What follows belongs to an exercise in optimizing a design on an open flow for a short achievable clock period and few clock cycles; a production flow would make more cautious choices. At most, simulation tests tie the RTL to the original design; equivalence was not proved. The RTL of runs 1 and 2 was laid out without a check of its function. Power and IR drop assume default switching activity.

==> design.v <==
module wbt_lz_decoder (
    input  wire        clk,
    input  wire        rst,
    input  wire        start,
    input  wire        clear,
    /*verilator lint_off UNUSEDSIGNAL*/
    input  wire [3:0]  cfg_format,    
    /*verilator lint_on UNUSEDSIGNAL*/
    input  wire        cfg_image,
    input  wire [15:0] cfg_base_len,
    input  wire [15:0] cfg_stride,
    input  wire [15:0] cfg_in_len,
    input  wire [15:0] cfg_out_len,
    output reg         in_rd_en,
    output reg  [15:0] in_addr,
    input  wire [7:0]  in_rdata,
    output reg         out_we,
    output reg  [15:0] out_waddr,
    output reg  [7:0]  out_wdata,
    output reg         out_rd_en,
    output reg  [15:0] out_raddr,
    input  wire [7:0]  out_rdata,
    output wire [1:0]  state,
    output wire [1:0]  err_kind,
    output wire [3:0]  err_cause,
    output wire [16:0] in_pos,
    output wire [15:0] out_pos,
    output wire [7:0]  bit_buf,
    output wire [3:0]  bit_cnt
);
    localparam [1:0] ST_IDLE = 2'd0, ST_BUSY = 2'd1, ST_DONE = 2'd2, ST_ERROR = 2'd3;
    localparam [1:0] K_TRUNC = 2'd1, K_CORRUPT = 2'd2;
    localparam [3:0] C_PREFIX      = 4'd1,
                     C_REFILL      = 4'd4,
                     C_RAW         = 4'd5,
                     C_BAD_PARAM   = 4'd8,
                     C_OFF_ZERO    = 4'd10,
                     C_OFF_BEFORE  = 4'd11,
                     C_LEN_OVERRUN = 4'd12,
                     C_GAMMA_OVF   = 4'd13;
    localparam I_INIT = 0, I_PRE = 1, I_TOK = 2, I_K = 3, I_SEL = 4, I_F = 5,
               I_HI = 6, I_E = 7, I_GZ = 8, I_GV = 9, I_CHK = 10, I_END = 11;
    localparam NPS = 12;
    reg [1:0]  st;
    reg [1:0]  ekind;
    reg [3:0]  ecause;
    reg [16:0] ip;
    reg [15:0] pcur;
    reg [7:0]  bbuf;
    reg [3:0]  bcnt;
    assign state     = st;
    assign err_kind  = ekind;
    assign err_cause = ecause;
    assign in_pos    = ip;
    assign out_pos   = pcur;
    assign bit_buf   = bbuf;
    assign bit_cnt   = bcnt;
    wire busy = (st == ST_BUSY);
    reg        one_byte;
    reg        use_ctx;
    reg [15:0] blen;
    reg [15:0] stride;
    reg [15:0] ulen;
    reg [15:0] in_len;
    reg [1:0]  ctx_base;        
    reg [16:0] plen;            
    reg [16:0] alignp;          
    wire [18:0] b19 = {3'b0, blen};
    wire [18:0] s19 = {3'b0, stride};
    reg  [18:0] b3_r, b5_r, b7_r, smb_r, spb_r, sp2b_r;
    reg         wide;       
    reg  [10:0] lo3, lo5, lo7, lomb, lopb, lop2b;
    reg  [8:0]  xh3, yh3, xh5, yh5, xh7, yh7, xhmb, yhmb, xhpb, yhpb, xhp2b, yhp2b;
    wire [18:0] b2 = b19 << 1, b4 = b19 << 2, b8 = b19 << 3, nb = ~b19;
    always @(posedge clk) begin
        lo3   <= {1'b0, b19[9:0]} + {1'b0, b2[9:0]};
        lo5   <= {1'b0, b19[9:0]} + {1'b0, b4[9:0]};
        lo7   <= {1'b0, b8[9:0]}  + {1'b0, nb[9:0]} + 11'd1;
        lomb  <= {1'b0, s19[9:0]} + {1'b0, nb[9:0]} + 11'd1;
        lopb  <= {1'b0, s19[9:0]} + {1'b0, b19[9:0]};
        lop2b <= {1'b0, s19[9:0]} + {1'b0, b2[9:0]};
        xh3  <= b19[18:10]; yh3  <= b2[18:10];
        xh5  <= b19[18:10]; yh5  <= b4[18:10];
        xh7  <= b8[18:10];  yh7  <= nb[18:10];
        xhmb <= s19[18:10]; yhmb <= nb[18:10];
        xhpb <= s19[18:10]; yhpb <= b19[18:10];
        xhp2b <= s19[18:10]; yhp2b <= b2[18:10];
    end
    reg  [18:0] oct0, oct1, oct2, oct3, oct4, oct5, oct6, oct7;
    always @(posedge clk) begin
        b3_r   <= {xh3 + yh3 + {8'd0, lo3[10]}, lo3[9:0]};
        b5_r   <= {xh5 + yh5 + {8'd0, lo5[10]}, lo5[9:0]};
        b7_r   <= {xh7 + yh7 + {8'd0, lo7[10]}, lo7[9:0]};
        smb_r  <= {xhmb + yhmb + {8'd0, lomb[10]}, lomb[9:0]};
        spb_r  <= {xhpb + yhpb + {8'd0, lopb[10]}, lopb[9:0]};
        sp2b_r <= {xhp2b + yhp2b + {8'd0, lop2b[10]}, lop2b[9:0]};
        oct0 <= b19;
        oct1 <= b19 << 1;
        oct2 <= b3_r;
        wide <= (b5_r < s19);
        if (wide) begin
            oct3 <= smb_r;
            oct4 <= s19;
            oct5 <= spb_r;
            oct6 <= sp2b_r;
            oct7 <= s19 << 1;
        end else begin
            oct3 <= b19 << 2;
            oct4 <= b5_r;
            oct5 <= b3_r << 1;
            oct6 <= b7_r;
            oct7 <= b19 << 3;
        end
    end
    reg [7:0]  fm0, fm1, fm2, fm3;
    reg [3:0]  ftg;             
    reg [1:0]  wp;
    reg [3:0]  rp;
    reg [3:0]  fv;              
    wire [3:0] rp1 = {rp[2:0], rp[3]};
    wire [3:0] rp2 = {rp[1:0], rp[3:2]};
    wire [3:0] rp3 = {rp[0], rp[3:1]};
    function [7:0] fsel(input [3:0] oh, input [7:0] a, input [7:0] b,
                        input [7:0] c, input [7:0] d);
        fsel = ({8{oh[0]}} & a) | ({8{oh[1]}} & b) | ({8{oh[2]}} & c) | ({8{oh[3]}} & d);
    endfunction
    wire [7:0] f0 = fsel(rp,  fm0, fm1, fm2, fm3);
    wire [7:0] f1 = fsel(rp1, fm0, fm1, fm2, fm3);
    wire [7:0] f2 = fsel(rp2, fm0, fm1, fm2, fm3);
    wire [7:0] f3 = fsel(rp3, fm0, fm1, fm2, fm3);
    wire [3:0] ft = {|(rp3 & ftg), |(rp2 & ftg), |(rp1 & ftg), |(rp & ftg)};
    wire [7:0] e0 = fv[0] ? f0 : in_rdata;
    wire [7:0] e1 = fv[1] ? f1 : in_rdata;
    wire [7:0] e2 = fv[2] ? f2 : in_rdata;
    wire [7:0] e3 = fv[3] ? f3 : in_rdata;
    wire [3:0] eav = fv | (rd_pend ? {fv[2:0], 1'b1} : 4'd0);
    wire [3:0] etg = (fv & ft) | (~fv & {4{rd_tag}});
    reg        rd_pend;         
    reg        rd_tag;
    reg [1:0]  pop_r;           
    reg        align_r;
    reg [16:0] fptr;
    reg [16:0] in_addr17;
    reg [NPS-1:0] ps;
    reg        bz;              
    reg        bc1;             
    reg [15:0] pre_rem;
    reg        pz;              
    reg        p1;              
    reg [15:0] rem;             
    reg        rz;              
    reg        r1;              
    reg [1:0]  sel;
    reg [1:0]  sel_n;
    reg [18:0] offset;
    reg [1:0]  base;
    reg [7:0]  lo;
    reg [4:0]  gz;
    reg        gbig;
    reg [4:0]  gi;
    reg [15:0] gval;
    reg [15:0] gp1;             
    reg [16:0] len;
    reg        pdone;
    reg        err_pend;
    reg [1:0]  ek_r;
    reg [3:0]  ec_r;
    reg        bitv, bit_avail, bit_bad;
    reg [7:0]  rb;
    reg        rb_avail, rb_bad;
    reg [7:0]  hb;
    reg        hb_avail, hb_bad;
    wire [7:0] nbuf      = bz ? {f0[6:0], 1'b0} : {bbuf[6:0], 1'b0};
    wire [3:0] ncnt      = bz ? 4'd7 : (bcnt - 4'd1);
    localparam VW = 27;
    function [VW-1:0] view(input [1:0] hd, input z, input [7:0] bb,
                           input [7:0] x0, input [7:0] x1, input [7:0] x2, input [7:0] x3,
                           input [3:0] av, input [3:0] tg);
        reg [7:0] h, n;
        reg       hav, htg, nav, ntg;
        begin
            case (hd)
                2'd0: begin h = x0; hav = av[0]; htg = tg[0]; n = x1; nav = av[1]; ntg = tg[1]; end
                2'd1: begin h = x1; hav = av[1]; htg = tg[1]; n = x2; nav = av[2]; ntg = tg[2]; end
                default: begin h = x2; hav = av[2]; htg = tg[2]; n = x3; nav = av[3]; ntg = tg[3]; end
            endcase
            view = {z ? h[7] : bb[7],
                    !z || hav,
                    z && hav && !htg,
                    z ? n : h,
                    z ? nav : hav,
                    z ? (nav && !ntg) : (hav && !htg),
                    h, hav, hav && !htg};
        end
    endfunction
    wire [7:0] bb_sh = {bbuf[6:0], 1'b0};
    wire [7:0] f0_sh = {f0[6:0], 1'b0};
    wire [VW-1:0] v_n = view(2'd0, bz, bbuf, e0, e1, e2, e3, eav, etg);
    wire [VW-1:0] v_b = bz ? view(2'd1, 1'b0, f0_sh, e0, e1, e2, e3, eav, etg)
                           : view(2'd0, bc1, bb_sh, e0, e1, e2, e3, eav, etg);
    wire [VW-1:0] v_r = bz ? view(2'd2, 1'b0, f0_sh, e0, e1, e2, e3, eav, etg)
                           : view(2'd1, bc1, bb_sh, e0, e1, e2, e3, eav, etg);
    wire [VW-1:0] v_h = view(2'd1, bz, bbuf, e0, e1, e2, e3, eav, etg);
    localparam QW = 44;         
    reg          sg_valid;
    reg [QW-1:0] sg;
    reg [QW-1:0] qm [0:7];
    reg [2:0]    qwp, qrp;
    reg [3:0]    qcnt;
    wire         q_empty = (qcnt == 4'd0);
    wire         q_full  = qcnt[3];
    reg        e_valid, e_lit, e_fwd1, e_fwd2, e_last;
    reg [7:0]  e_byte;
    reg [15:0] e_src, e_len, e_dst;
    reg        s1_valid, s1_lit, s1_fwd1, s1_fwd2;
    reg [7:0]  s1_byte;
    reg [15:0] s1_dst;
    reg        s2_valid, s2_lit, s2_fwd1, s2_fwd2;
    reg [7:0]  s2_byte;
    reg [15:0] s2_dst;
    reg [7:0]  hist2;
    wire e_load   = !e_valid || e_last;
    wire q_pop    = e_load && !q_empty;
    wire sg_to_e  = e_load && q_empty && sg_valid;
    wire sg_to_q  = sg_valid && !sg_to_e && !q_full;
    wire sg_free  = !sg_valid || sg_to_e || sg_to_q;
    wire [QW-1:0] q_head = qm[qrp];
    wire          e_byp  = e_load && q_empty && !sg_valid;
    wire [QW-1:0] cand;
    wire [QW-1:0] e_in   = !q_empty ? q_head : sg_valid ? sg : cand;
    always @(posedge clk) begin
        if (!q_full) qm[qwp] <= sg;
        s2_lit    <= s1_lit;
        s2_byte   <= s1_byte;
        s2_fwd1   <= s1_fwd1;
        s2_fwd2   <= s1_fwd2;
        s2_dst    <= s1_dst;
        s1_lit    <= e_lit;
        s1_byte   <= e_byte;
        s1_fwd1   <= e_fwd1;
        s1_fwd2   <= e_fwd2;
        s1_dst    <= e_dst;
        out_raddr <= e_src;
        if (e_load) begin
            {e_last, e_lit, e_byte, e_src, e_len, e_fwd1, e_fwd2} <= e_in;
        end else begin
            e_last <= (e_len == 16'd2);
            e_len  <= e_len - 16'd1;
            e_src  <= e_src + 16'd1;
        end
    end
    wire pipe_empty = !sg_valid && q_empty && !e_valid && !s1_valid && !s2_valid;
    reg        take_bit;        
    reg        take_raw;        
    reg        take_hi;         
    reg        err;
    reg [1:0]  ek;
    reg [3:0]  ec;
    reg        push;
    reg        push_lit;
    reg [NPS-1:0] ps_n;
    reg        do_align;
    reg        fin;
    reg  off_zero, off_before, fwd1_r, fwd2_r;
    reg  [15:0] src_r;
    always @(posedge clk) begin
        off_zero   <= (offset == 19'd0);
        off_before <= (offset > {3'd0, pcur});
        src_r      <= pcur - offset[15:0];
        fwd1_r     <= (offset == 19'd1);
        fwd2_r     <= (offset == 19'd2);
    end
    reg  len_over;
    wire base_over = (rem[15:2] == 14'd0) && (rem[1:0] < base);
    reg  gt_v, eq_v, gt_p, eq_p;
    wire bprev = gval[0];       
    function ovf(input gt, input eq, input [1:0] y, input [1:0] r);
        ovf = gt || (eq && (y > r));
    endfunction
    reg  ov_g;
    always @(*) begin
        case (base)
            2'd1:     
                ov_g = ovf(gt_v, eq_v, {bprev, bitv}, rem[1:0]);
            2'd2:     
                ov_g = bitv ? (bprev ? ovf(gt_p, eq_p, 2'b00, rem[1:0])
                                     : ovf(gt_v, eq_v, 2'b10, rem[1:0]))
                            : ovf(gt_v, eq_v, {bprev, 1'b1}, rem[1:0]);
            default:  
                ov_g = bprev ? ovf(gt_p, eq_p, {1'b0, bitv}, rem[1:0])
                             : ovf(gt_v, eq_v, {1'b1, bitv}, rem[1:0]);
        endcase
    end
    task automatic bit_step(input want_raw, input [NPS-1:0] nxt);
        begin
            if (bit_avail) begin
                if (bit_bad) begin
                    err = 1'b1; ek = K_TRUNC; ec = C_REFILL;
                end else if (!want_raw) begin
                    take_bit = 1'b1;
                    ps_n = nxt;
                end else if (rb_avail) begin
                    take_bit = 1'b1;
                    if (rb_bad) begin
                        err = 1'b1; ek = K_TRUNC; ec = C_RAW;
                    end else begin
                        take_raw = 1'b1;
                        ps_n = nxt;
                    end
                end
            end
        end
    endtask
    always @(*) begin
        take_bit = 1'b0;
        take_raw = 1'b0;
        take_hi  = 1'b0;
        err      = 1'b0;
        ek       = K_TRUNC;
        ec       = C_REFILL;
        push     = 1'b0;
        push_lit = 1'b0;
        ps_n     = ps;
        do_align = 1'b0;
        fin      = 1'b0;
        if (ps[I_PRE]) begin
            if (!pz) begin
                if (hb_avail) begin
                    if (hb_bad) begin
                        err = 1'b1; ek = K_TRUNC; ec = C_PREFIX;
                    end else if (sg_free) begin
                        take_hi  = 1'b1;
                        push     = 1'b1;
                        push_lit = 1'b1;
                        if (p1) begin
                            if (r1) begin
                                fin = 1'b1;
                            end else begin
                                do_align = 1'b1;
                                ps_n = (1 << I_TOK);
                            end
                        end
                    end
                end
            end else if (rz) begin
                fin = 1'b1;
            end else begin
                do_align = 1'b1;
                ps_n = (1 << I_TOK);
            end
        end
        if (ps[I_TOK]) begin
            if (rz) begin
                fin = 1'b1;
            end else if (bit_avail && !bit_bad && bitv) begin
                if (rb_avail) begin
                    if (rb_bad) begin
                        take_bit = 1'b1;
                        err = 1'b1; ek = K_TRUNC; ec = C_RAW;
                    end else if (sg_free) begin
                        take_bit = 1'b1;
                        take_raw = 1'b1;
                        push     = 1'b1;
                        push_lit = 1'b1;
                    end
                end
            end else if (use_ctx) begin
                bit_step(1'b0, (1 << I_K));
            end else if (one_byte) begin
                bit_step(1'b1, (1 << I_E));
            end else begin
                bit_step(1'b0, (1 << I_F));
            end
        end
        if (ps[I_K]) begin
            if (bitv)          bit_step(1'b0, (1 << I_SEL));
            else if (one_byte) bit_step(1'b1, (1 << I_E));
            else               bit_step(1'b0, (1 << I_F));
        end
        if (ps[I_SEL]) begin
            bit_step(1'b0, (sel_n == 2'd2) ? (1 << I_E) : (1 << I_SEL));
        end
        if (ps[I_F]) begin
            bit_step(1'b1, bitv ? (1 << I_E) : (1 << I_HI));
        end
        if (ps[I_HI]) begin
            if (hb_avail) begin
                if (hb_bad) begin
                    err = 1'b1; ek = K_TRUNC; ec = C_RAW;
                end else begin
                    take_hi = 1'b1;
                    ps_n = (1 << I_E);
                end
            end
        end
        if (ps[I_E]) begin
            bit_step(1'b0, bitv ? (1 << I_CHK) : (1 << I_GZ));
        end
        if (ps[I_GZ]) begin
            if (!bitv && gz == 5'd31) begin
                if (bit_avail) begin
                    if (bit_bad) begin
                        err = 1'b1; ek = K_TRUNC; ec = C_REFILL;
                    end else begin
                        take_bit = 1'b1;
                        err = 1'b1; ek = K_CORRUPT; ec = C_GAMMA_OVF;
                    end
                end
            end else begin
                bit_step(1'b0, !bitv ? (1 << I_GZ) : (gz == 5'd0) ? (1 << I_CHK) : (1 << I_GV));
            end
        end
        if (ps[I_GV]) begin
            bit_step(1'b0, (gi == 5'd1) ? (1 << I_CHK) : (1 << I_GV));
        end
        if (ps[I_CHK]) begin
            if (off_zero) begin
                err = 1'b1; ek = K_CORRUPT; ec = C_OFF_ZERO;
            end else if (off_before) begin
                err = 1'b1; ek = K_CORRUPT; ec = C_OFF_BEFORE;
            end else if (len_over) begin
                err = 1'b1; ek = K_CORRUPT; ec = C_LEN_OVERRUN;
            end else if (sg_free) begin
                push = 1'b1;
                ps_n = (1 << I_TOK);
            end
        end
        if (err || fin) ps_n = (1 << I_END);
    end
    wire pop1 = (take_bit && bz) ^ (take_raw | take_hi);
    wire pop2 = take_bit && bz && take_raw;
    wire [15:0]   src_c = pcur - offset[15:0];
    wire [QW-1:0] cmd_lit = {1'b1, 1'b1, ps[I_PRE] ? hb : rb, 16'd0, 16'd1, 2'b00};
    assign cand = ps[I_CHK] ? cmd_cpy : cmd_lit;
    wire [QW-1:0] cmd_cpy = {len == 17'd1, 1'b0, 8'd0, src_r, len[15:0],
                             fwd1_r, fwd2_r};
    wire [15:0]   pcur_lit = pcur + 16'd1;
    wire [15:0]   pcur_cpy = pcur + len[15:0];
    wire [15:0]   rem_lit  = rem - 16'd1;
    wire [15:0]   rem_cpy  = rem - len[15:0];
    reg [16:0] len_g;
    always @(*) begin
        case (base)
            2'd1:    len_g = {gval, bitv};
            2'd2:    len_g = bitv ? {gp1, 1'b0} : {gval, 1'b1};
            default: len_g = {gp1, bitv};
        endcase
    end
    wire [3:0] fv_pop = pop2 ? {2'b00, fv[3:2]} : pop1 ? {1'b0, fv[3:1]} : fv;
    wire [3:0] fv_n   = rd_pend ? {fv_pop[2:0], 1'b1} : fv_pop;
    wire [3:0] rp_n   = pop2 ? {rp[1:0], rp[3:2]} : pop1 ? rp1 : rp;
    wire pf_room = !fv[3] && !(fv[2] && (rd_pend || in_rd_en)) &&
                   !(fv[1] && rd_pend && in_rd_en);
    wire pf_issue = busy && !ps[I_INIT] && !ps[I_END] && pf_room;
    wire        pf_eq   = (fptr == plen);
    wire [16:0] pf_addr = pf_eq ? alignp : fptr;
    wire [16:0] fptr_p1 = fptr + 17'd1;
    wire bad_param = (cfg_image && cfg_base_len == 16'd0) || cfg_format[1];
    wire pgt1 = (blen[15:1] != 15'd0) && (ulen[15:1] != 15'd0);
    wire b_lt_u = (blen < ulen);
    wire [16:0] ip_p1 = ip + 17'd1;
    wire [16:0] ip_p2 = ip + 17'd2;
    always @(posedge clk) begin
        in_rd_en  <= 1'b0;
        out_rd_en <= 1'b0;
        rd_pend   <= in_rd_en;
        rd_tag    <= (in_addr17 < {1'b0, in_len});
        out_we <= s2_valid && busy && !err_pend && !rst;
        if (s2_valid) begin
            out_waddr <= s2_dst;
            out_wdata <= s2_lit  ? s2_byte :
                         s2_fwd1 ? out_wdata :
                         s2_fwd2 ? hist2 : out_rdata;
            hist2     <= out_wdata;
        end
        if (!busy) begin
            one_byte  <= cfg_format[3];
            use_ctx   <= cfg_format[0] & cfg_image;
            blen      <= cfg_image ? cfg_base_len : 16'd1;
            ctx_base  <= (cfg_base_len != 16'd1) ? 2'd1 : 2'd2;
            stride    <= cfg_stride;
            ulen      <= cfg_out_len;
            in_len    <= cfg_in_len;
            rem       <= cfg_out_len;
            rz        <= (cfg_out_len == 16'd0);
            r1        <= (cfg_out_len == 16'd1);
            bz        <= 1'b1;
            bc1       <= 1'b0;
            bit_avail <= 1'b0;
            rb_avail  <= 1'b0;
            hb_avail  <= 1'b0;
            fv        <= 4'd0;
            rp        <= 4'b0001;
            wp        <= 2'd0;
            pop_r     <= 2'd0;
            align_r   <= 1'b0;
            rd_pend   <= 1'b0;
            sg_valid  <= 1'b0;
            qcnt      <= 4'd0;
            qwp       <= 3'd0;
            qrp       <= 3'd0;
            e_valid   <= 1'b0;
            s1_valid  <= 1'b0;
            s2_valid  <= 1'b0;
            e_dst     <= 16'd0;
            pdone     <= 1'b0;
            err_pend  <= 1'b0;
            ps        <= (1 << I_INIT);
            in_addr   <= 16'd0;
            in_addr17 <= 17'd0;
        end
        if (busy) begin
            if (ps[I_INIT]) begin
                plen     <= b_lt_u ? {1'b0, blen} : {1'b0, ulen};
                pre_rem  <= b_lt_u ? blen : ulen;
                pz       <= (blen == 16'd0) || (ulen == 16'd0);
                p1       <= ((blen == 16'd1) && (ulen != 16'd0)) ||
                            ((ulen == 16'd1) && (blen != 16'd0));
                alignp   <= 17'd4;
                in_rd_en  <= 1'b1;
                in_addr   <= pgt1 ? 16'd1 : 16'd4;
                in_addr17 <= pgt1 ? 17'd1 : 17'd4;
                fptr      <= pgt1 ? 17'd2 : 17'd5;
                ps        <= (1 << I_PRE);
            end else begin
                alignp <= {plen[16:2] + {14'd0, |plen[1:0]}, 2'b00};
            end
            if (!ps[I_INIT] && pf_issue) begin
                in_rd_en  <= 1'b1;
                in_addr   <= pf_addr[15:0];
                in_addr17 <= pf_addr;
                fptr      <= pf_eq ? {alignp[16:1], 1'b1} : fptr_p1;
            end
            if (rd_pend) begin
                case (wp)
                    2'd0: fm0 <= in_rdata;
                    2'd1: fm1 <= in_rdata;
                    2'd2: fm2 <= in_rdata;
                    default: fm3 <= in_rdata;
                endcase
                ftg[wp] <= rd_tag;
                wp <= wp + 2'd1;
            end
            rp <= rp_n;
            fv <= fv_n;
            {bitv, bit_avail, bit_bad, rb, rb_avail, rb_bad, hb, hb_avail, hb_bad} <=
                (take_bit && take_raw) ? v_r :
                take_bit               ? v_b :
                take_hi                ? v_h : v_n;
            if (!ps[I_INIT]) ps <= ps_n;
            if (take_bit) begin
                bbuf <= nbuf;
                bcnt <= ncnt;
                bz   <= !bz && bc1;
                bc1  <= bz ? 1'b0 : (bcnt == 4'd2);
            end
            pop_r   <= {pop2, pop1};
            align_r <= do_align;
            if (align_r)       ip <= alignp;
            else if (pop_r[1]) ip <= ip_p2;
            else if (pop_r[0]) ip <= ip_p1;
            if (push) begin
                pcur <= ps[I_CHK] ? pcur_cpy : pcur_lit;
                rem  <= ps[I_CHK] ? rem_cpy : rem_lit;
                rz   <= ps[I_CHK] ? (len[15:0] == rem) : r1;
                r1   <= ps[I_CHK] ? (len[15:0] + 16'd1 == rem) : (rem == 16'd2);
            end
            if (ps[I_PRE] && take_hi) begin
                pre_rem <= pre_rem - 16'd1;
                pz      <= p1;
                p1      <= (pre_rem == 16'd2);
            end
            if (fin) pdone <= 1'b1;
            if (err) begin
                err_pend <= 1'b1;
                ek_r     <= ek;
                ec_r     <= ec;
            end
            if (take_bit) begin
                if (ps[I_K]) sel_n <= 2'd0;
                if (ps[I_SEL]) begin
                    sel   <= {sel[0], bitv};
                    sel_n <= sel_n + 2'd1;
                    base  <= ctx_base;
                    case ({sel, bitv})
                        3'd0: offset <= oct0;
                        3'd1: offset <= oct1;
                        3'd2: offset <= oct2;
                        3'd3: offset <= oct3;
                        3'd4: offset <= oct4;
                        3'd5: offset <= oct5;
                        3'd6: offset <= oct6;
                        default: offset <= oct7;
                    endcase
                end
                if (ps[I_E]) begin
                    gz       <= 5'd0;
                    gbig     <= 1'b0;
                    len      <= {15'd0, base};
                    len_over <= base_over;
                end
                if (ps[I_GZ]) begin
                    gt_v <= 1'b0;
                    eq_v <= (rem[15:2] == 14'd0);
                    gt_p <= (rem[15:2] == 14'd0);
                    eq_p <= (rem[15:2] == 14'd1);
                    if (bitv) begin
                        gi   <= gz;
                        gval <= 16'd1;
                        gp1  <= 16'd2;
                        gbig <= gz[4];
                    end else begin
                        gz <= gz + 5'd1;
                    end
                end
                if (ps[I_GV]) begin
                    gt_v <= (gval > {2'b00, rem[15:2]});
                    eq_v <= (gval == {2'b00, rem[15:2]});
                    gt_p <= (gp1 > {2'b00, rem[15:2]});
                    eq_p <= (gp1 == {2'b00, rem[15:2]});
                    gval <= {gval[14:0], bitv};
                    gp1  <= bitv ? {gp1[14:0], 1'b0} : {gval[14:0], 1'b1};
                    gi   <= gi - 5'd1;
                    len  <= len_g;
                    len_over <= gbig || ov_g;
                end
            end
            if (ps[I_TOK] || ps[I_K] || ps[I_F]) begin
                offset <= {11'd0, rb};
                lo     <= rb;
                base   <= (ps[I_F] && !bitv) ? 2'd3 : 2'd2;
            end
            if (ps[I_HI]) offset <= {3'd0, hb, lo};
            if (sg_free) begin
                sg_valid <= push && !e_byp;
                sg       <= cand;
            end
            if (sg_to_q) qwp <= qwp + 3'd1;
            if (q_pop) qrp <= qrp + 3'd1;
            qcnt <= qcnt + {3'd0, sg_to_q} - {3'd0, q_pop};
            s2_valid  <= s1_valid;
            s1_valid  <= e_valid;
            out_rd_en <= e_valid && !e_lit;
            if (e_valid) e_dst <= e_dst + 16'd1;
            if (e_load) e_valid <= !q_empty || sg_valid || push;
            if (err_pend) begin
                st     <= ST_ERROR;
                ekind  <= ek_r;
                ecause <= ec_r;
            end else if (pdone && pipe_empty) begin
                st <= ST_DONE;
            end
        end else if (start) begin
            ip       <= 17'd0;
            pcur     <= 16'd0;
            bbuf     <= 8'd0;
            bcnt     <= 4'd0;
            in_rd_en <= 1'b1;
            st       <= bad_param ? ST_ERROR : ST_BUSY;
            ekind    <= bad_param ? K_CORRUPT : 2'd0;
            ecause   <= bad_param ? C_BAD_PARAM : 4'd0;
        end else if (clear) begin
            if (st == ST_DONE || st == ST_ERROR) begin
                st     <= ST_IDLE;
                ekind  <= 2'd0;
                ecause <= 4'd0;
            end
        end
        if (rst) begin
            st       <= ST_IDLE;
            ekind    <= 2'd0;
            ecause   <= 4'd0;
            ip       <= 17'd0;
            pcur     <= 16'd0;
            bbuf     <= 8'd0;
            bcnt     <= 4'd0;
            in_rd_en <= 1'b0;
        end
    end
endmodule
==> flow/run.sh <==
#!/bin/bash
# The standard layout (standard.sh, unchanged synthesis), with two
# settings changed: port buffers are buf_4 cells instead of the smallest
# buffer, and timing repair may resize cells to any footprint.
export BUFFER_PORTS_ARGS="-buffer_cell sky130_fd_sc_hd__buf_4"
bash standard.sh MATCH_CELL_FOOTPRINT=0 finish > standard_run.log 2>&1
==> standard.sh <==
#!/bin/bash
# synth_recipe.tcl (not shown) runs the flow's synth.tcl, then flattens the netlist and writes it again
# the make line also repeats each setting of config.mk as NAME=value (left out here)
make -C /OpenROAD-flow-scripts/flow DESIGN_CONFIG=/design/flow/config.mk WORK_HOME=/design/flow/orfs CLKGATE_MAP_FILE= SYNTH_SCRIPT=/design/flow/synth_recipe.tcl "${@:-finish}"
==> config.mk <==
export PLATFORM = sky130hd
export DESIGN_NAME = wbt_lz_decoder
export DESIGN_NICKNAME = wbt_lz_decoder
export VERILOG_FILES = /design/flow/design.v
export SDC_FILE = /design/flow/constraint.sdc
export NUM_CORES = 4
export LEC_CHECK = 0
export ABC_CLOCK_PERIOD_IN_PS = 2200
export CAP_MARGIN = 20
export CORE_MARGIN = 2
export CORE_UTILIZATION = 55
export SETUP_SLACK_MARGIN = 3.5
export SLEW_MARGIN = 20
export TNS_END_PERCENT = 100
==> constraint.sdc <==
create_clock -name core_clock -period 6.0 [get_ports {clk}]
set_input_delay 1.2000 -clock core_clock [delete_from_list [all_inputs] [get_ports {clk}]]
set_output_delay 1.2000 -clock core_clock [all_outputs]
set_load 0.01 [all_outputs]
==> results.txt, run 1 <==
STA:
- The smallest clock period supported by the final layout is computed as between 2 and 3 ns.
- Setup repair after global routing could not meet its margin everywhere.
- The maximum operating frequency is about 0.35 GHz.
- Setup violations remaining at the end of the flow were counted as 0.
- The worst pin sits at a relative slew slack of roughly 29%.
- The worst-case clock skew is between 0.02 and 0.03 ns.
- The final-layout setup total negative slack is 0 ns.
- The final worst-path cycle share is ~47%.
- Once routing completed, OpenROAD measured the worst setup slack at about 3.2 ns.
- The number of hold violations in the final report was 0.
- The number of pins with negative max-slew slack in the final report was 0.
- The worst hold margin is 0.318 ns.
- For the pin with the worst max-slew slack, the measured transition is ~1.1 ns.

CTS:
- For the worst-skew pair, the clock arrives at the later sink with an insertion delay of around 0.76 ns.
- The number of clock buffers added by TritonCTS is 142.
- The CTS sink count is between 1000 and 1500.
- The number of levels the H-tree was split into is 4.
- TritonCTS built the clock tree.
- CTS placed an instance of sky130_fd_sc_hd__clkbuf_16 at the clock tree root.
- The number of buffers on the longest clock path is 3.
- The post-CTS clock slew at the launch and capture registers of the worst setup and hold paths is about 0.06 ns.

Logic synthesis:
- After synthesis the cells add up to 59700 um^2.
- Yosys mapped a number of flops with a built-in enable equal to roughly 730.
- The fraction of registers with async set/reset is 0%.
- For this run, the number of Yosys warnings is 1.
- Counting flops and latches in the post-synthesis netlist gives ~1300.
- The distinct cell type count of the synthesized netlist is 94.
- The most used flip-flop cell after synthesis is sky130_fd_sc_hd__edfxtp_1.
- The per-instance average area after synthesis is ~11 um^2.
- The cell count after synthesis came out at roughly 5200.
- The net count of the mapped netlist is roughly 5600.
- Summing the sequential cell areas from Yosys gives 56.9% of the chip area.

Route:
- The first TritonRoute pass finished after 5 iterations.
- The post-route met1 wirelength is 73200 um.
- The routed design uses about 80000 um of met2 wire.
- The routed design has roughly 170000 um of wire.
- After detailed routing, the average wire length per cell comes to ~24 um.
- The final antenna-violating net count is 0.
- The via count of the routed design is around 43000.
- After detailed routing, the number of remaining DRC violations is 0.
- The amount of wire on met3 after detailed routing is around 14000 um.
- In the routed layout, each cell is associated on average with a via count of roughly 6.
- The detailed router used layers up to and including met5.
- The detailed router's first-iteration violation count is ~3700.

Floorplan:
- The count of standard-cell rows is 120.
- The die covers between 100000 and 150000 um^2.
- The initial utilization of the core area, before any placement, comes to a little under three fifths.
- The area of the core is around 110000 um^2.
- The top-level port count is roughly 200.
- Measured along the y axis, the die boundary spans 333 um.
- The die is around 330 um wide.

Final layout:
- Of the cells placed in the final design, the portion with a size suffix greater than 1 is 25.0%.
- The library cells used most frequently in the layout, excluding fill and tap cells, are 732 x sky130_fd_sc_hd__edfxtp_1, 527 x sky130_fd_sc_hd__dfxtp_1, 418 x sky130_fd_sc_hd__buf_4.
- The filler cells instantiated in the layout total approximately 8000.
- The most common cell after layout, fill and taps aside is sky130_fd_sc_hd__edfxtp_1.
- The fraction of the core area covered by cells at the end of the flow is 68.5%.
- The layout overhead on the synthesized area is 23.2%.
- The area of all placed cells without fillers is about 74000 um^2.
- For this run, the post-layout net count is around 6000.

Place:
- The final weighted congestion in routability-driven placement is around 0.93.
- Before CTS, the worst setup slack after placement is 1.93 ns.
- The number of port buffers is 198.
- The sum of net half-perimeters after detailed placement is roughly 110000 um.
- In this run the cell area measured after placement is 62800 um^2.

Power and ir drop:
- In this run the power density over the cells is between 300 and 400 nW/um^2.
- The leakage power of the design is 28.4 nW.
- The peak supply drop is 0.000264 V.

Worst setup path:
- Among cell families on the critical path, the largest total delay comes from compound AO/OA/AOI/OAI gates.
- The signal on the critical path passes through clkinvlp_4 > nand2_4 > ha_4 > fa_2 > a21o_1 > a21oi_2 > o21bai_1 > a21oi_2 > o21ai_2 > a311oi_2 > buf_4 > o31ai_4 > o311ai_1.
- The category of the critical setup timing path is flip-flop to flip-flop.
- The master of the slowest instance on the critical path is sky130_fd_sc_hd__edfxtp_1.
- Data arrives at the worst endpoint at around 3.5 ns.
- The delay contributed by the slowest stage of the critical path is between 0.4 and 0.5 ns.
- The kind of end point of the critical path is a flip-flop.
- By instance count, the cell type seen most on the critical path is sky130_fd_sc_hd__a21oi_2.
- Of all nets on the critical path, the largest fanout is 3.
- The buffering stage count on the worst path with inverters included is 2.
- STA classifies the critical path startpoint as a flip-flop.
- STA puts the critical path data required time at roughly 6.6 ns.

GRT:
- The number of global-route vias before repair is 41200.
- The global-route wire length before repair is 255000 um.
- After global routing the overflow that remains totals 0.
- Entering global routing, the biggest net connects 96 pins.
- The initial antenna violation count is 7.
- Across every metal layer, demand over resource in global routing totals a little under a third.

Hold path:
- The worst min-delay path category is flip-flop to flip-flop.

Outcome:
- The run finished with no timing, DRC or antenna violations.

Job:
- The count of max-cap constraint violations is 0.
## per-layer routing
layer  track usage [%]  vias to the layer above
li1                  -                    20000
met1              41.6                    21000
met2              48.3                     1652
met3              4.93                      362
met4              12.1                        2
met5                 0                        -
## registers in the layout, summed over array words and instances (netlist names), 17 cells and up
register   flops
b5_r          18
b7_r          19
fptr          17
in_addr17     17
ip            17
len           17
oct2          18
oct3          19
oct4          19
oct5          18
oct6          19
oct7          18
offset        19
qm           352
sg            44
smb_r         19
sp2b_r        18
## report_power, final
group / internal, mW / switching (mW) / total [mW] / leakage, nW
clock: 5.07 / 3.56 / 8.63 / 2.28
sequential: 10.8 / 0.700 / 11.5 / 11.8
combinational: 2.17 / 2.48 / 4.64 / 14.3
total: 18.0 / 6.74 / 24.8 / 28.4
## layout make-up
cell class / count / area, um^2 / share of cell area, %
antenna: 3 / 7.51 / 0.0102
clock buffer: 211 / 4240 / 5.77
clock inverter: 46 / 390 / 0.531
inverter: 300 / 1240 / 1.69
multi-input combinational: 3320 / 26200 / 35.6
sequential: 1330 / 34100 / 46.4
tap: 1403 / 1760 / 2.39
timing repair buffer: 586 / 5540 / 7.53
timing repair inverter: 3 / 27.5 / 0.0374
## final timing paths
check | startpoint | endpoint | slack, ns | cells past startpoint
max reg2reg | len[0] | pcur[14] | 3.17 | 13
min reg2reg | lo7[6] | b7_r[6] | 0.32 | 0
min | lo7[6] | b7_r[6] | 0.32 | 0
max | len[0] | pcur[14] | 3.17 | 13
## synthesized netlist by cell type, types with 124 or more instances
| cell type | count | share of area, % |
|---|---|---|
| sky130_fd_sc_hd__edfxtp_1 | 732 | 37 |
| sky130_fd_sc_hd__a21oi_1 | 267 | 2.2 |
| sky130_fd_sc_hd__mux2i_1 | 125 | 2.1 |
| sky130_fd_sc_hd__nand3_1 | 124 | 1.0 |
| sky130_fd_sc_hd__nand2_1 | 430 | 2.7 |
| sky130_fd_sc_hd__ha_1 | 268 | 5.6 |
| sky130_fd_sc_hd__o21ai_0 | 282 | 2.4 |
| sky130_fd_sc_hd__nor2_1 | 364 | 2.3 |
| sky130_fd_sc_hd__dfxtp_1 | 598 | 20 |
| sky130_fd_sc_hd__clkbuf_1 | 196 | 1.2 |
| sky130_fd_sc_hd__inv_1 | 296 | 1.9 |
| sky130_fd_sc_hd__xnor2_1 | 129 | 1.9 |
## per-stage QoR
step | power (mW) | cells
final | 24.8 | 7202
after global placement | 15.5 | 6610
after detailed placement | 15.5 | 6610
after global routing | 25.7 | 7199
after floorplan | 14.2 | 5195
after CTS | 24.6 | 7094
## kinds of logic (layout without fill, tap and decap cells)
family / count (synthesis) / after routing / synth area share (%)
compound gates: 1163 / 1166 / 12.7
xor+xnor: 229 / 229 / 3.37
fa+ha+maj: 289 / 289 / 6.32
buf+inv: 555 / 1146 / 3.54
flops: 1330 / 1330 / 56.9
mux: 264 / 264 / 6.51
other cells: 1 / 4 / 0.00628
simple gates: 1364 / 1371 / 10.7
## timing repair
item,CTS,global route
setup buffers,204,94
endpoints found under the setup margin,524,311
resized for setup,484,335
cloned,23,10
hold buffers,0,0
pin swaps,151,198
==> run 2, diff against run 1 <==
--- a/config.mk
+++ b/config.mk
@@ -10,3 +10,3 @@
 export CORE_MARGIN = 2
-export CORE_UTILIZATION = 55
+export CORE_UTILIZATION = 65
 export SETUP_SLACK_MARGIN = 3.5
==> run 2 against run 1 <==
Via count increased by 3.9%. Fmax down 2.1%. Worst setup slack lost 0.061 ns. Power fell by 0.19%. Sequential share of layout area grew 0.29 points. Clock-buffer cell count is 19 lower. Highest routed layer unchanged. Synthesized area unchanged.
==> results.txt, run 2 <==
Outcome:
- The run finished with no timing, DRC or antenna violations.

Route:
- The via count of the routed design is 44800 (+3.9%).
- The detailed-routing iteration count for the pre-antenna-repair pass is 7 (+2).
- The amount of wire on met3 after detailed routing was 16700 um (+23%).
- The post-detailed-route wirelength per cell came to 25.1 um (+3.6%).
- The mean number of vias per cell is 6.40 (+7.0%).
- The post-route met1 wirelength is 67900 um (-7.3%).
- The number of DRC violations after detailed routing came to 0 (unchanged).
- The total routed wirelength was 176000 um (+0.58%).
- The uppermost signal routing layer after detailed routing is met5.
- The detailed router's first-iteration violation count is 5290 (+41%).
- The met2 wirelength from detailed routing is 81600 um (+1.4%).
- The final antenna-violating net count is 0 (unchanged).

Final layout:
- The fraction of layout cells with a size suffix above 1 was 24.5% (-0.55 points).
- The register with the most flip-flops in the final layout is qm.
- The layout overhead on the synthesized area is 22.4%.
- In the layout the commonest cells are 732 x sky130_fd_sc_hd__edfxtp_1, 528 x sky130_fd_sc_hd__dfxtp_1, 410 x sky130_fd_sc_hd__nand2_1.
- The area of all placed cells without fillers is 73100 um^2 (-0.64%).
- In the final layout, the registers with the most flip-flops are qm: 352 flops, sg: 44 flops.
- The flip-flop count of the largest register, all copies and words added is 352 (unchanged).
- The area of all sequential standard cells is 34100 um^2 (about the same).
- The net count reported at finish is 6069 (+0.13%).
- The multi-input logic area is 25900 um^2 (-1.1%).
- The number of inserted filler cells in the final layout is 5442 (-32%).
- The most common cell after layout, fill and taps aside is sky130_fd_sc_hd__edfxtp_1.

STA:
- The final worst-path cycle share is 48.2% (+1.0 points).
- The minimum period implied by the final worst setup slack is 2.89 ns (+0.0609 ns).
- The pin slew with the least headroom to its limit is 1.05 ns (-0.00959 ns).
- The final-layout setup total negative slack is 0 ns (unchanged).
- The worst-case clock skew came to 0.0252 ns (-0.00437 ns).
- The maximum operating frequency is 0.346 GHz (-2.1%).
- The number of pins with negative max-slew slack in the final report is 0 (unchanged).
- The count of endpoints failing setup in the final report is 0 (unchanged).
- Setup repair after global routing could not meet its margin everywhere.
- The number of hold violations in the final report is 0 (unchanged).
- The tightest slew margin relative to the limit is 29.1% (-0.10 points).
- The final worst setup slack was 3.11 ns (-0.0609 ns).

Power and ir drop:
- The switching power is 6.87 mW (+2.1%).
- The peak supply drop is 0.000291 V (+10%).
- The proportion of power drawn by flip-flops and latches is 46.6% (+0.2 points).
- The internal cell power is 17.8 mW (-1.0%).
- The switching fraction of total power was 27.8% (+0.61 points).
- The relative contribution of combinational cells to total power came to 19.0% (+0.2 points).
- The leakage power of the design is 28.4 nW (about the same).
- The power per cell area is 338 nW/um^2 (+0.45%).
- The relative contribution of the clock network to total power is 34.4% (-0.5 points).

Worst setup path:
- The data arrival at the endpoint of the critical path is 3.46 ns (about the same).
- The critical path is of the flip-flop to flip-flop type.
- The largest driver fanout on the critical path was 7 (+4).
- The cell depth of the worst flop-to-flop path is 12 (-1).
- STA classifies the critical path endpoint as a flip-flop.
- The worst setup path is launched from a flip-flop.
- The required arrival time at the worst endpoint came to 6.57 ns (-0.07 ns).

GRT:
- The pin count of the biggest net entering global routing is 64 (-33%).
- The number of global-route vias before repair was 42200 (+2.6%).
- The global-route wire length before repair is 253000 um (-0.67%).
- The overall overflow remaining after global route came to 0 (unchanged).
- The global routing usage summed across all routing layers is 35.4% (+5.1 points).
- The initial antenna violation count is 5 (-2).

CTS:
- The CTS sink count was 1330 (unchanged).
- The number of levels the H-tree was split into is 4 (unchanged).
- The post-CTS clock slew at the launch and capture registers of the worst setup and hold paths is 0.06 ns (about the same).
- The number of buffers created by CTS is 136 (-4.2%).
- The clock tree root driver cell is sky130_fd_sc_hd__clkbuf_16.
- The number of hold buffers added after CTS was 0 (unchanged).
- The number of buffers on the longest clock path is 3 (unchanged).
- The clock tree from TritonCTS is yes.
- The worst-skew pair later-pin latency is 0.76 ns (about the same).

Logic synthesis:
- The synthesized flop and latch total is 1330 (unchanged).
- After synthesis, the cell types taking the most area are sky130_fd_sc_hd__edfxtp_1 37%, sky130_fd_sc_hd__dfxtp_1 20%, sky130_fd_sc_hd__ha_1 5.6%.
- The most numerous cell in the Yosys netlist is sky130_fd_sc_hd__edfxtp_1.
- The cell area after synthesis is 59700 um^2 (unchanged).
- The distinct cell type count of the synthesized netlist is 94 (unchanged).
- The per-instance average area after synthesis came to 11.5 um^2 (unchanged).
- The share of Yosys cell area claimed by the top area cell type is 36.8% (unchanged).
- The net count of the mapped netlist is 5573 (unchanged).
- The warning count from the yosys run came to 1 (unchanged).
- The number of enable-type register cells in the synthesized netlist is 732 (unchanged).
- The fraction of registers with async set/reset is 0% (unchanged).
- The instance count of the mapped netlist is 5195 (unchanged).
- The synthesized design spends more area on one cell type than any other, namely sky130_fd_sc_hd__edfxtp_1.
- By count the netlist is led by 732 x sky130_fd_sc_hd__edfxtp_1, 598 x sky130_fd_sc_hd__dfxtp_1, 430 x sky130_fd_sc_hd__nand2_1, 364 x sky130_fd_sc_hd__nor2_1, 296 x sky130_fd_sc_hd__inv_1.
- Among all flip-flop cells after synthesis, the most frequent one is sky130_fd_sc_hd__edfxtp_1.
- The sequential fraction of the synthesis area was 56.9% (unchanged).

Floorplan:
- The top-level port count is 201 (unchanged).
- The overall die height is 307 um (-7.9%).
- The area of the core is 91400 um^2 (-15%).
- The full die area is 94300 um^2 (-15%).
- The count of standard-cell rows came to 111 (-7.5%).
- The effective utilization at floorplan is 65.3% (+9.7 points).
- The horizontal die dimension is 307 um (-7.9%).

Place:
- The setup slack at placement is 2.02 ns (+0.0912 ns).
- The placed instance area is 62500 um^2 (-0.50%).
- The number of port buffers is 198 (unchanged).
- The sum of net half-perimeters after detailed placement was 106000 um (-4.0%).
- The final weighted congestion in routability-driven placement is 0.981 (+5.3%).

Hold path:
- In this run the worst hold path is classified as flip-flop to flip-flop.
- The worst hold path cell count came to 0 (unchanged).

Job:
- The count of max-cap constraint violations came to 0 (unchanged).
## run 2: path summary, 6_finish.rpt
check,startpoint,slack (ns),end
setup / recovery,qcnt[3],3.11,rb[0]
hold / removal,lo3[2],0.32,b3_r[2]
setup reg to reg,qcnt[3],3.11,rb[0]
hold reg to reg,lo3[2],0.32,b3_r[2]
## run 2: what timing repair did
action / CTS / global route
resized for setup: 456 / 340
gates cloned: 24 / 12
setup buffers: 191 / 125
setup endpoints to repair: 659 / 397
pin swaps: 121 / 148
## run 2: metal layers
layer	up-vias	track usage [%]
met1	21700	46.9
met2	2473	56.5
met4	6	16.6
met3	588	7.33
met5	-	0
li1	20000	-
## run 2: area by class of cell
type,count,area share [%]
multi-input cells,3323,35.5
inverters,300,1.68
clock inverters,62,0.810
flip-flops and latches,1330,46.7
repair buffers,598,7.92
diodes,2,0.00685
well taps,1186,2.03
clock buffers,192,5.36
repair inverters,2,0.0257
## run 2: kinds of logic after synthesis
logic type	Yosys count	synth area share, %
and+or+nand+nor	1364	10.7
DFF	1330	56.9
AOI/OAI and AO/OA	1163	12.7
buffers and inverters	555	3.54
adders and majority gates	289	6.32
muxes	264	6.51
xor gates and xnor gates	229	3.37
other	1	0.00628
## run 2: power groups by stage
stage | Clock (mW) | Sequential [mW] | Combinational, mW
5_1_grt | 8.89 | 11.6 | 5.07
4_1_cts | 8.54 | 11.5 | 4.33
3_3_place_gp | 0 | 11.7 | 3.69
2_1_floorplan | 0 | 11.4 | 2.84
3_5_place_dp | 0 | 11.7 | 3.76
6_report | 8.49 | 11.5 | 4.70
## run 2: through the flow
step	total power [mW]	hold WS (ns)	std cells	util, %
after floorplan	14.2	0.310	5195	-
after global placement	15.4	0.310	6387	68.4
after detailed placement	15.5	0.312	6387	68.4
after CTS	24.4	0.320	6856	77.1
after global routing	25.6	0.325	6993	80.0
final	24.7	0.321	6995	80.0
## run 2: critical path: stages (launching register included)
cell	delay [ns]
sky130_fd_sc_hd__dfxtp_4	0.35
sky130_fd_sc_hd__inv_4	0.06
sky130_fd_sc_hd__ha_4	0.13
sky130_fd_sc_hd__or3b_4	0.42
sky130_fd_sc_hd__buf_6	0.14
sky130_fd_sc_hd__o211a_4	0.30
sky130_fd_sc_hd__o21ai_4	0.24
sky130_fd_sc_hd__buf_12	0.19
sky130_fd_sc_hd__buf_12	0.14
sky130_fd_sc_hd__nand2_1	0.09
sky130_fd_sc_hd__o211ai_1	0.16
sky130_fd_sc_hd__o21ai_0	0.19
sky130_fd_sc_hd__a221oi_2	0.30
==> run 3, diff against run 2 <==
--- a/design.v
+++ b/design.v
@@ -436,4 +436,3 @@
                              fwd1_r, fwd2_r};
-    wire [15:0]   pcur_lit = pcur + 16'd1;
-    wire [15:0]   pcur_cpy = pcur + len[15:0];
+    reg  [15:0]   padd_r;
     wire [15:0]   rem_lit  = rem - 16'd1;
@@ -495,2 +494,3 @@
             pop_r     <= 2'd0;
+            padd_r    <= 16'd0;
             align_r   <= 1'b0;
@@ -561,4 +561,5 @@
             else if (pop_r[0]) ip <= ip_p1;
+            padd_r <= !push ? 16'd0 : ps[I_CHK] ? len[15:0] : 16'd1;
+            pcur   <= pcur + padd_r;
             if (push) begin
-                pcur <= ps[I_CHK] ? pcur_cpy : pcur_lit;
                 rem  <= ps[I_CHK] ? rem_cpy : rem_lit;
--- a/config.mk
+++ b/config.mk
@@ -10,3 +10,3 @@
 export CORE_MARGIN = 2
-export CORE_UTILIZATION = 65
+export CORE_UTILIZATION = 55
 export SETUP_SLACK_MARGIN = 3.5
==> run 3 against run 2 <==
Synthesized area up 1.1%. Via count is 6.2% lower. Register-to-register slack improved by 0.29 ns. Clock skew fell by 0.0010 ns. Worst setup slack improved by 0.29 ns. Synthesized cell count about the same. Routed wire length down 4.2%. Critical path depth is 1 lower. Final cell count is 1.8% higher. Sequential cell count grew 16. Critical endpoint is now hb[5]. Highest routed layer is now met4.
==> results.txt, run 3 <==
STA:
- The maximum operating frequency was 0.385 GHz (+11%).
- The final worst-path cycle share came to 43.3% (-4.8 points).
- The count of endpoints failing setup in the final report is 0 (unchanged).
- Setup repair after global routing could not meet its margin everywhere.
- The pin slew with the least headroom to its limit came to 0.913 ns (-0.140 ns).
- The tightest slew margin relative to the limit is 37.4% (+8.3 points).
- The worst-case clock skew is 0.0242 ns (-0.00101 ns).
- The number of pins with negative max-slew slack in the final report was 0 (unchanged).
- The final-layout setup total negative slack is 0 ns (unchanged).
- The number of hold violations in the final report is 0 (unchanged).
- The final worst setup slack is 3.40 ns (+0.291 ns).
- The minimum period implied by the final worst setup slack is 2.60 ns (-0.291 ns).

Power and ir drop:
- The power per cell area is 345 nW/um^2 (+2.1%).
- The peak supply drop was 0.000278 V (-4.4%).
- The switching power is 6.78 mW (-1.4%).
- The leakage power of the design was 28.2 nW (-0.72%).
- The proportion of power drawn by flip-flops and latches is 46.7% (about the same).
- The relative contribution of the clock network to total power is 35.6% (+1.2 points).
- The internal cell power was 18.1 mW (+1.3%).
- The relative contribution of combinational cells to total power was 17.7% (-1.3 points).
- The switching fraction of total power is 27.3% (-0.54 points).

Job:
- The count of max-cap constraint violations is 0 (unchanged).

Floorplan:
- The count of standard-cell rows is 121 (+9.0%).
- The horizontal die dimension came to 335 um (+9.2%).
- The top-level port count is 201 (unchanged).
- The area of the core is 109000 um^2 (+19%).
- The full die area is 112000 um^2 (+19%).
- The overall die height is 335 um (+9.2%).
- The effective utilization at floorplan is 55.4% (-9.9 points).

Final layout:
- The antenna cell count came to 0 (-2).
- The net count reported at finish is 5965 (-1.7%).
- In the final layout, the registers with the most flip-flops are qm: 352 flops, sg: 44 flops.
- The fraction of layout cells with a size suffix above 1 is 21.2% (-3.3 points).
- Leaving out fill and tap cells, the most frequent cell in the layout is sky130_fd_sc_hd__edfxtp_1.
- Compared with the post-synthesis result, the final layout area differs by 19.3%.
- The flip-flop count of the largest register, all copies and words added is 352 (unchanged).
- The library cells used most frequently in the layout, excluding fill and tap cells, are 732 x sky130_fd_sc_hd__edfxtp_1, 534 x sky130_fd_sc_hd__dfxtp_1, 387 x sky130_fd_sc_hd__nand2_1.
- The most flop-heavy register is qm.

CTS:
- The number of buffers created by CTS is 142 (+4.4%).
- The clock tree root driver cell is sky130_fd_sc_hd__clkbuf_16.
- The post-CTS clock slew at the launch and capture registers of the worst setup and hold paths came to 0.06 ns (about the same).
- The CTS sink count is 1346 (+1.2%).
- The number of buffers on the longest clock path was 3 (unchanged).
- The clock tree from TritonCTS is yes.
- The number of hold buffers added after CTS is 0 (unchanged).
- The number of levels the H-tree was split into is 4 (unchanged).
- The worst-skew pair later-pin latency is 0.76 ns (about the same).

Worst setup path:
- The data arrival at the endpoint of the critical path is 3.07 ns (-0.39 ns).
- The worst setup path is launched from a flip-flop.
- The minimum setup slack among reg-to-reg paths is 3.40 ns (+0.29 ns).
- The required arrival time at the worst endpoint came to 6.48 ns (-0.09 ns).
- The worst setup path is of the flip-flop to flip-flop kind.
- The kind of end point of the critical path is a flip-flop.
- The largest driver fanout on the critical path came to 6 (-1).

GRT:
- The pin count of the biggest net entering global routing is 74 (+16%).
- The initial antenna violation count came to 2 (-3).
- The overall overflow remaining after global route is 0 (unchanged).
- The global routing usage summed across all routing layers is 29.1% (-6.3 points).
- The number of global-route vias before repair was 39900 (-5.6%).
- The global-route wire length before repair is 247000 um (-2.3%).

Logic synthesis:
- The most numerous cell in the Yosys netlist is sky130_fd_sc_hd__edfxtp_1.
- The most used flip-flop cell after synthesis is sky130_fd_sc_hd__edfxtp_1.
- The instance count of the mapped netlist is 5196 (+0.019%).
- The warning count from the yosys run was 1 (unchanged).
- The number of enable-type register cells in the synthesized netlist came to 732 (unchanged).
- The fraction of registers with async set/reset came to 0% (unchanged).
- The cell taking the most area after synthesis is sky130_fd_sc_hd__edfxtp_1.
- Ranked by total cell area, the synthesized netlist is headed by sky130_fd_sc_hd__edfxtp_1 36%, sky130_fd_sc_hd__dfxtp_1 20%, sky130_fd_sc_hd__ha_1 5.6%.
- The distinct cell type count of the synthesized netlist is 95 (+1.1%).
- The net count of the mapped netlist is 5574 (+0.018%).
- The share of Yosys cell area claimed by the top area cell type is 36.4% (-0.40 points).
- The per-instance average area after synthesis is 11.6 um^2 (+1.1%).
- Sorting the synthesized cells by how often they occur yields 732 x sky130_fd_sc_hd__edfxtp_1, 614 x sky130_fd_sc_hd__dfxtp_1, 397 x sky130_fd_sc_hd__nand2_1, 376 x sky130_fd_sc_hd__nor2_1, 300 x sky130_fd_sc_hd__inv_1.
- The sequential fraction of the synthesis area is 56.8% (-0.091 points).
- The cell area after synthesis was 60400 um^2 (+1.1%).
- The synthesized flop and latch total is 1346 (+1.2%).

Route:
- The via count of the routed design was 42000 (-6.2%).
- The final antenna-violating net count was 0 (unchanged).
- The number of DRC violations after detailed routing is 0 (unchanged).
- The detailed-routing iteration count for the pre-antenna-repair pass is 6 (-1).
- The mean number of vias per cell is 5.90 (-7.8%).
- The total routed wirelength was 168000 um (-4.2%).
- The detailed router's first-iteration violation count came to 3466 (-34%).
- The post-detailed-route wirelength per cell was 23.6 um (-5.8%).

Place:
- The setup slack at placement is 2.21 ns (+0.196 ns).
- The number of port buffers is 198 (unchanged).
- The final weighted congestion in routability-driven placement is 0.902 (-8.0%).
- The sum of net half-perimeters after detailed placement is 110000 um (+4.1%).

Hold path:
- The worst min-delay path category is flip-flop to flip-flop.

Outcome:
- The run finished with no timing, DRC or antenna violations.
-- run 3: power groups by stage --
stage	combinational, mW	sequential (mW)	clock (mW)
global route	4.81	11.7	9.34
CTS	4.19	11.6	8.96
floorplan	2.91	11.5	0
global placement	3.78	11.9	0
detailed placement	3.82	11.9	0
finish	4.41	11.6	8.84
-- run 3: cell type report --
type / count / area (um^2)
inverter: 304 / 1220
clock buffer: 201 / 4100
fill: 8404 / 36800
multi-input combinational: 3300 / 25300
sequential: 1346 / 34500
timing repair buffer: 493 / 4540
clock inverter: 61 / 634
tap: 1414 / 1770
-- run 3: what timing repair did --
action                                  CTS  global route
setup buffers                           145            84
gates resized for setup                 337           237
endpoints found under the setup margin  726           381
cloned                                   13             7
endpoints found under the hold margin     0             0
pin swaps                                63            77
-- run 3: layer usage --
metal  up-vias  global-route usage, %  part of all wire, %
met1     20600                   40.9                   44
li1      19700                      -                    -
met2      1377                   46.4                   47
met3       313                   3.93                  6.1
met5         -                      0                    0
met4         0                   10.7                  3.7
-- run 3: kinds of logic after synthesis --
family / Yosys count / synth area share (%)
AOI/OAI and AO/OA: 1097 / 11.8
buffers and inverters: 558 / 3.60
xor gates and xnor gates: 228 / 3.32
adders and majority gates: 289 / 6.25
and+or+nand+nor: 1343 / 10.5
muxes: 334 / 7.73
DFF: 1346 / 56.8
other: 1 / 0.00621
-- run 3: critical path, stage by stage (launching register included) --
cell	delay [ns]
sky130_fd_sc_hd__edfxtp_1	0.39
sky130_fd_sc_hd__clkbuf_16	0.17
sky130_fd_sc_hd__nand3b_1	0.11
sky130_fd_sc_hd__buf_6	0.15
sky130_fd_sc_hd__a2111oi_4	0.40
sky130_fd_sc_hd__o32ai_4	0.14
sky130_fd_sc_hd__buf_12	0.16
sky130_fd_sc_hd__nand2_8	0.07
sky130_fd_sc_hd__a21boi_4	0.21
sky130_fd_sc_hd__buf_6	0.17
sky130_fd_sc_hd__mux2i_2	0.24
sky130_fd_sc_hd__a21oi_2	0.10
-- run 3: worst paths after layout --
kind / start / to / cells after the start
setup / recovery: bitv / hb[5] / 11
hold / removal: s1_byte[3] / s2_byte[3] / 0
setup reg to reg: bitv / hb[5] / 11
hold reg to reg: s1_byte[3] / s2_byte[3] / 0
-- run 3: through the flow --
stage	util [%]	instances	hold slack, ns	cell area [um^2]	power [mW]
floorplan	-	5196	0.310	60500	14.4
global placement	58.1	6607	0.310	63200	15.7
detailed placement	58.1	6608	0.312	63200	15.7
CTS	64.6	7028	0.325	70300	24.8
global route	66.2	7119	0.324	72000	25.9
finish	66.2	7119	0.321	72000	24.9
Testbench counts of run 3, summed over its fixed seeds: cycles 117,520.
==> run 4, diff against run 3 <==
--- a/design.v
+++ b/design.v
@@ -206,7 +206,7 @@
     reg [QW-1:0] sg;
-    reg [QW-1:0] qm [0:7];
-    reg [2:0]    qwp, qrp;
-    reg [3:0]    qcnt;
-    wire         q_empty = (qcnt == 4'd0);
-    wire         q_full  = qcnt[3];
+    reg [QW-1:0] qm [0:15];
+    reg [3:0]    qwp, qrp;
+    reg [4:0]    qcnt;
+    wire         q_empty = (qcnt == 5'd0);
+    wire         q_full  = qcnt[4];
     reg        e_valid, e_lit, e_fwd1, e_fwd2, e_last;
@@ -437,4 +437,3 @@
     reg  [15:0]   padd_r;
-    wire [15:0]   rem_lit  = rem - 16'd1;
-    wire [15:0]   rem_cpy  = rem - len[15:0];
+    wire          r1_lit   = (rem == padd_r + 16'd2);
     reg [16:0] len_g;
@@ -498,5 +497,5 @@
             sg_valid  <= 1'b0;
-            qcnt      <= 4'd0;
-            qwp       <= 3'd0;
-            qrp       <= 3'd0;
+            qcnt      <= 5'd0;
+            qwp       <= 4'd0;
+            qrp       <= 4'd0;
             e_valid   <= 1'b0;
@@ -563,6 +562,6 @@
             pcur   <= pcur + padd_r;
+            rem    <= rem - padd_r;
             if (push) begin
-                rem  <= ps[I_CHK] ? rem_cpy : rem_lit;
                 rz   <= ps[I_CHK] ? (len[15:0] == rem) : r1;
-                r1   <= ps[I_CHK] ? (len[15:0] + 16'd1 == rem) : (rem == 16'd2);
+                r1   <= ps[I_CHK] ? (len[15:0] + 16'd1 == rem) : r1_lit;
             end
@@ -638,5 +637,5 @@
             end
-            if (sg_to_q) qwp <= qwp + 3'd1;
-            if (q_pop) qrp <= qrp + 3'd1;
-            qcnt <= qcnt + {3'd0, sg_to_q} - {3'd0, q_pop};
+            if (sg_to_q) qwp <= qwp + 4'd1;
+            if (q_pop) qrp <= qrp + 4'd1;
+            qcnt <= qcnt + {4'd0, sg_to_q} - {4'd0, q_pop};
             s2_valid  <= s1_valid;
==> run 4 against run 3 <==
Still clean on timing, DRC and antenna. Routed wire length increased by 24%. Cell area increased by 23%. Register-to-register slack got worse by 0.21 ns. First-iteration DRC count increased by 31%. Hold slack got worse by 0.011 ns. Worst setup slack got worse by 0.21 ns. Fmax decreased by 7.4%. Combinational power increased by 37%. Critical path type unchanged. Critical endpoint is now plen[0].
==> results.txt, run 4 <==
STA:
- The final-layout setup total negative slack is 0 ns (unchanged).
- The maximum operating frequency was 0.356 GHz (-7.4%).
- The number of pins with negative max-slew slack in the final report is 0 (unchanged).
- Setup repair after global routing could not meet its margin everywhere.
- The final worst-path cycle share is 46.8% (+3.5 points).
- The count of endpoints failing setup in the final report came to 0 (unchanged).

Logic synthesis:
- The cell area after synthesis is 73800 um^2 (+22%).
- The warning count from the yosys run is 1 (unchanged).
- The sequential fraction of the synthesis area is 60.8% (+4.0 points).
- Sorting the synthesized cells by area gives the leading types as sky130_fd_sc_hd__edfxtp_1 44%, sky130_fd_sc_hd__dfxtp_1 17%, sky130_fd_sc_hd__mux4_2 7.2%.
- The fraction of registers with async set/reset is 0% (unchanged).
- The most numerous cell in the Yosys netlist is sky130_fd_sc_hd__edfxtp_1.
- The net count of the mapped netlist is 6106 (+9.5%).
- Ranked by instance count, the synthesized netlist is headed by 1084 x sky130_fd_sc_hd__edfxtp_1, 617 x sky130_fd_sc_hd__dfxtp_1, 394 x sky130_fd_sc_hd__nand2_1, 372 x sky130_fd_sc_hd__nor2_1, 331 x sky130_fd_sc_hd__inv_1.
- The number of enable-type register cells in the synthesized netlist is 1084 (+48%).
- The biggest area contributor in the post-synthesis netlist is sky130_fd_sc_hd__edfxtp_1.
- The distinct cell type count of the synthesized netlist is 88 (-7.4%).
- The instance count of the mapped netlist is 5724 (+10%).
- The per-instance average area after synthesis is 12.9 um^2 (+11%).

Power and ir drop:
- The power per cell area is 355 nW/um^2 (+2.8%).
- The peak supply drop was 0.000284 V (+2.1%).
- The leakage power of the design is 33.1 nW (+17%).

Worst setup path:
- The slowest stage of the critical path is the sky130_fd_sc_hd__nor3_1 cell.
- The required arrival time at the worst endpoint is 6.55 ns (+0.07 ns).
- The delay contributed by the slowest stage of the critical path came to 0.63 ns (+0.23 ns).
- The startpoint identified for the worst register-to-register timing path is ulen[6].
- The capture instance of the worst register-to-register path is plen[0].
- The kind of end point of the critical path is a flip-flop.
- The critical path goes through inv_1 > ha_1 > nor3_1 > a211oi_4 > buf_6 > a21oi_4 > buf_6 > mux2_4.
- The category of the critical setup timing path is flip-flop to flip-flop.
- By instance count, the cell type seen most on the critical path is sky130_fd_sc_hd__buf_6.
- STA classifies the critical path startpoint as a flip-flop.
- The minimum setup slack among reg-to-reg paths came to 3.19 ns (-0.21 ns).
- The buffering stage count on the worst path with inverters included is 3 (-1).
- The cell depth of the worst flop-to-flop path came to 8 (-3).

Place:
- The placed instance area is 77200 um^2 (+22%).
- The number of port buffers is 198 (unchanged).
- The sum of net half-perimeters after detailed placement was 129000 um (+17%).

Final layout:
- The layout overhead on the synthesized area is 20.0%.
- The post-layout instance count excluding filler cells was 8117 (+14%).
- Counting flops per register, the top entry is qm.
- The most common cell after layout, fill and taps aside is sky130_fd_sc_hd__edfxtp_1.
- The largest registers in the layout are qm: 704 flops, sg: 44 flops.
- The area of all placed cells without fillers is 88600 um^2 (+23%).
- The net count reported at finish is 6583 (+10%).

GRT:
- The initial antenna violation count came to 5 (+3).
- The global routing usage summed across all routing layers was 30.0% (+0.90 points).
- The overall overflow remaining after global route came to 0 (unchanged).

Floorplan:
- The horizontal die dimension came to 370 um (+10%).
- The full die area was 137000 um^2 (+22%).
- The top-level port count is 201 (unchanged).
- The overall die height is 370 um (+10%).
- The effective utilization at floorplan is 55.4% (-0.056 points).

Route:
- The total routed wirelength is 208000 um (+24%).
- The amount of wire on met3 after detailed routing was 14600 um (+43%).
- The post-route met1 wirelength is 87200 um (+19%).
- The detailed-routing iteration count for the pre-antenna-repair pass is 6 (unchanged).
- Routed signal wires occupy layers up through met4.
- The met2 wirelength from detailed routing came to 98200 um (+25%).
- The detailed router's first-iteration violation count is 4556 (+31%).
- The number of DRC violations after detailed routing is 0 (unchanged).

Outcome:
- The flow ran to the end and the layout has no timing, DRC or antenna violations.

Hold path:
- The worst min-delay path category is flip-flop to flip-flop.
- The worst hold path cell count came to 0 (unchanged).
- The worst hold path begins at lomb[2].

CTS:
- The worst-skew pair later-pin latency is 0.80 ns (+0.04 ns).
- The clock tree root driver cell is sky130_fd_sc_hd__clkbuf_16.
- The clock tree from TritonCTS is yes.
- The number of levels the H-tree was split into was 4 (unchanged).
- The post-CTS clock slew at the launch and capture registers of the worst setup and hold paths is 0.06 ns (about the same).

Job:
- The count of max-cap constraint violations is 0 (unchanged).
run 4: cell types whose count changed after synthesis, sizes merged, moves of 13 or more:
cell / before / now
xnor2: 126 / 145
mux2i: 169 / 129
and3: 35 / 50
and2: 73 / 60
edfxtp: 732 / 1084
mux4: 99 / 235
inv: 302 / 332
mux2: 66 / 43
xor2: 102 / 117
a211oi: 71 / 44
o211ai: 40 / 78
clkbuf: 193 / 215
nor3: 87 / 125
nand3: 94 / 111
run 4: worst max-delay path by stage:
stage / from / endpoint / depth (start not counted)
floorplan: qcnt[2] / qcnt[4] / 18
global placement: st[1] / bcnt[2] / 7
detailed placement: st[1] / bcnt[3] / 7
CTS: blen[1] / plen[0] / 14
global route: blen[0] / lopb[10] / 15
finish: ulen[6] / plen[0] / 8
run 4: cells by family (layout without fill, tap and decap cells):
| logic type | Yosys count | in the layout | synth area share [%] |
|---|---|---|---|
| XOR/XNOR | 262 | 262 | 3.13 |
| buffers and inverters | 618 | 1237 | 3.23 |
| AND/OR/NAND/NOR | 1368 | 1371 | 8.73 |
| multiplexers | 407 | 407 | 9.57 |
| adder cells (fa/ha/maj) | 293 | 293 | 5.18 |
| AO/OA/AOI/OAI | 1074 | 1075 | 9.33 |
| other | 1 | 3 | 0.00508 |
| flip-flops | 1701 | 1701 | 60.8 |
run 4: report_power, final:
part	leakage [nW]	internal [mW]	switching (mW)
combinational	15.1	2.98	3.06
clock	2.83	6.28	4.58
sequential	15.2	13.7	0.785
total	33.1	23.0	8.43
run 4: repair_timing:
item                       CTS  global route
gates cloned                14             3
pin swaps                   92           159
gates resized for setup    479           318
setup endpoints to repair  848           395
buffers inserted           188           111
run 4: metrics by stage:
step           hold WS, ns  power (mW)
2_1_floorplan        0.310        18.1
3_3_place_gp         0.310        19.7
3_5_place_dp         0.312        19.8
5_1_grt              0.324        32.7
4_1_cts              0.308        31.2
6_report             0.310        31.4
run 4: routing by layer:
| metal | GRT usage (%) | vias up |
|---|---|---|
| li1 | - | 22200 |
| met1 | 41.3 | 24400 |
| met2 | 47.8 | 1723 |
| met3 | 5.46 | 377 |
| met4 | 11.3 | 0 |
| met5 | 0 | - |
run 4: worst reg2reg max path, delay by kind of cell, from the launching register on:
family | cells | cell delay [ns]
buffers and inverters | 3 | 0.53
AO/OA/AOI/OAI | 2 | 0.25
AND/OR/NAND/NOR | 1 | 0.63
multiplexers | 1 | 0.31
flip-flops | 1 | 0.51
adder cells (fa/ha/maj) | 1 | 0.34
run 4: cell type report:
cell class / count / share of cell area (%)
Sequential cell: 1701 / 51.0
Multi-Input combinational cell: 3409 / 32.2
Timing Repair Buffer: 579 / 6.29
Clock buffer: 244 / 5.65
Tap cell: 1768 / 2.50
Inverter: 335 / 1.49
Clock inverter: 78 / 0.871
Timing Repair inverter: 1 / 0.00847
Antenna cell: 2 / 0.00565
Testbench counts of run 4, summed over its fixed seeds: cycles 116,596.

[separate check: timing with driven ports]
In the flow no input, the clock included, has a driving cell. The finished layouts below were timed again as built, in two steps. Step 1 sets driving cells, clkbuf_16 on the clock port and buf_2 on the other inputs (assumed; they add their load-dependent delay and slew). Step 2, shift: input delay + t, output delay - t, t = (earliest + latest rising clock arrival at the registers) / 2. This alone moves slack from input paths to output paths. Three values: no drivers, after step 1, after step 2; two values: the first two.
run | t (ns) | setup slack, ns
run 1 | 0.821 | 3.171 / 3.171 / 2.925
run 2 | 0.822 | 3.111 / 3.111 / 2.813
run 3 | 0.824 | 3.401 / 3.324 / 2.806
run 4 | 0.880 | 3.193 / 3.193 / 3.100
After both steps setup and hold are still met in every run listed.
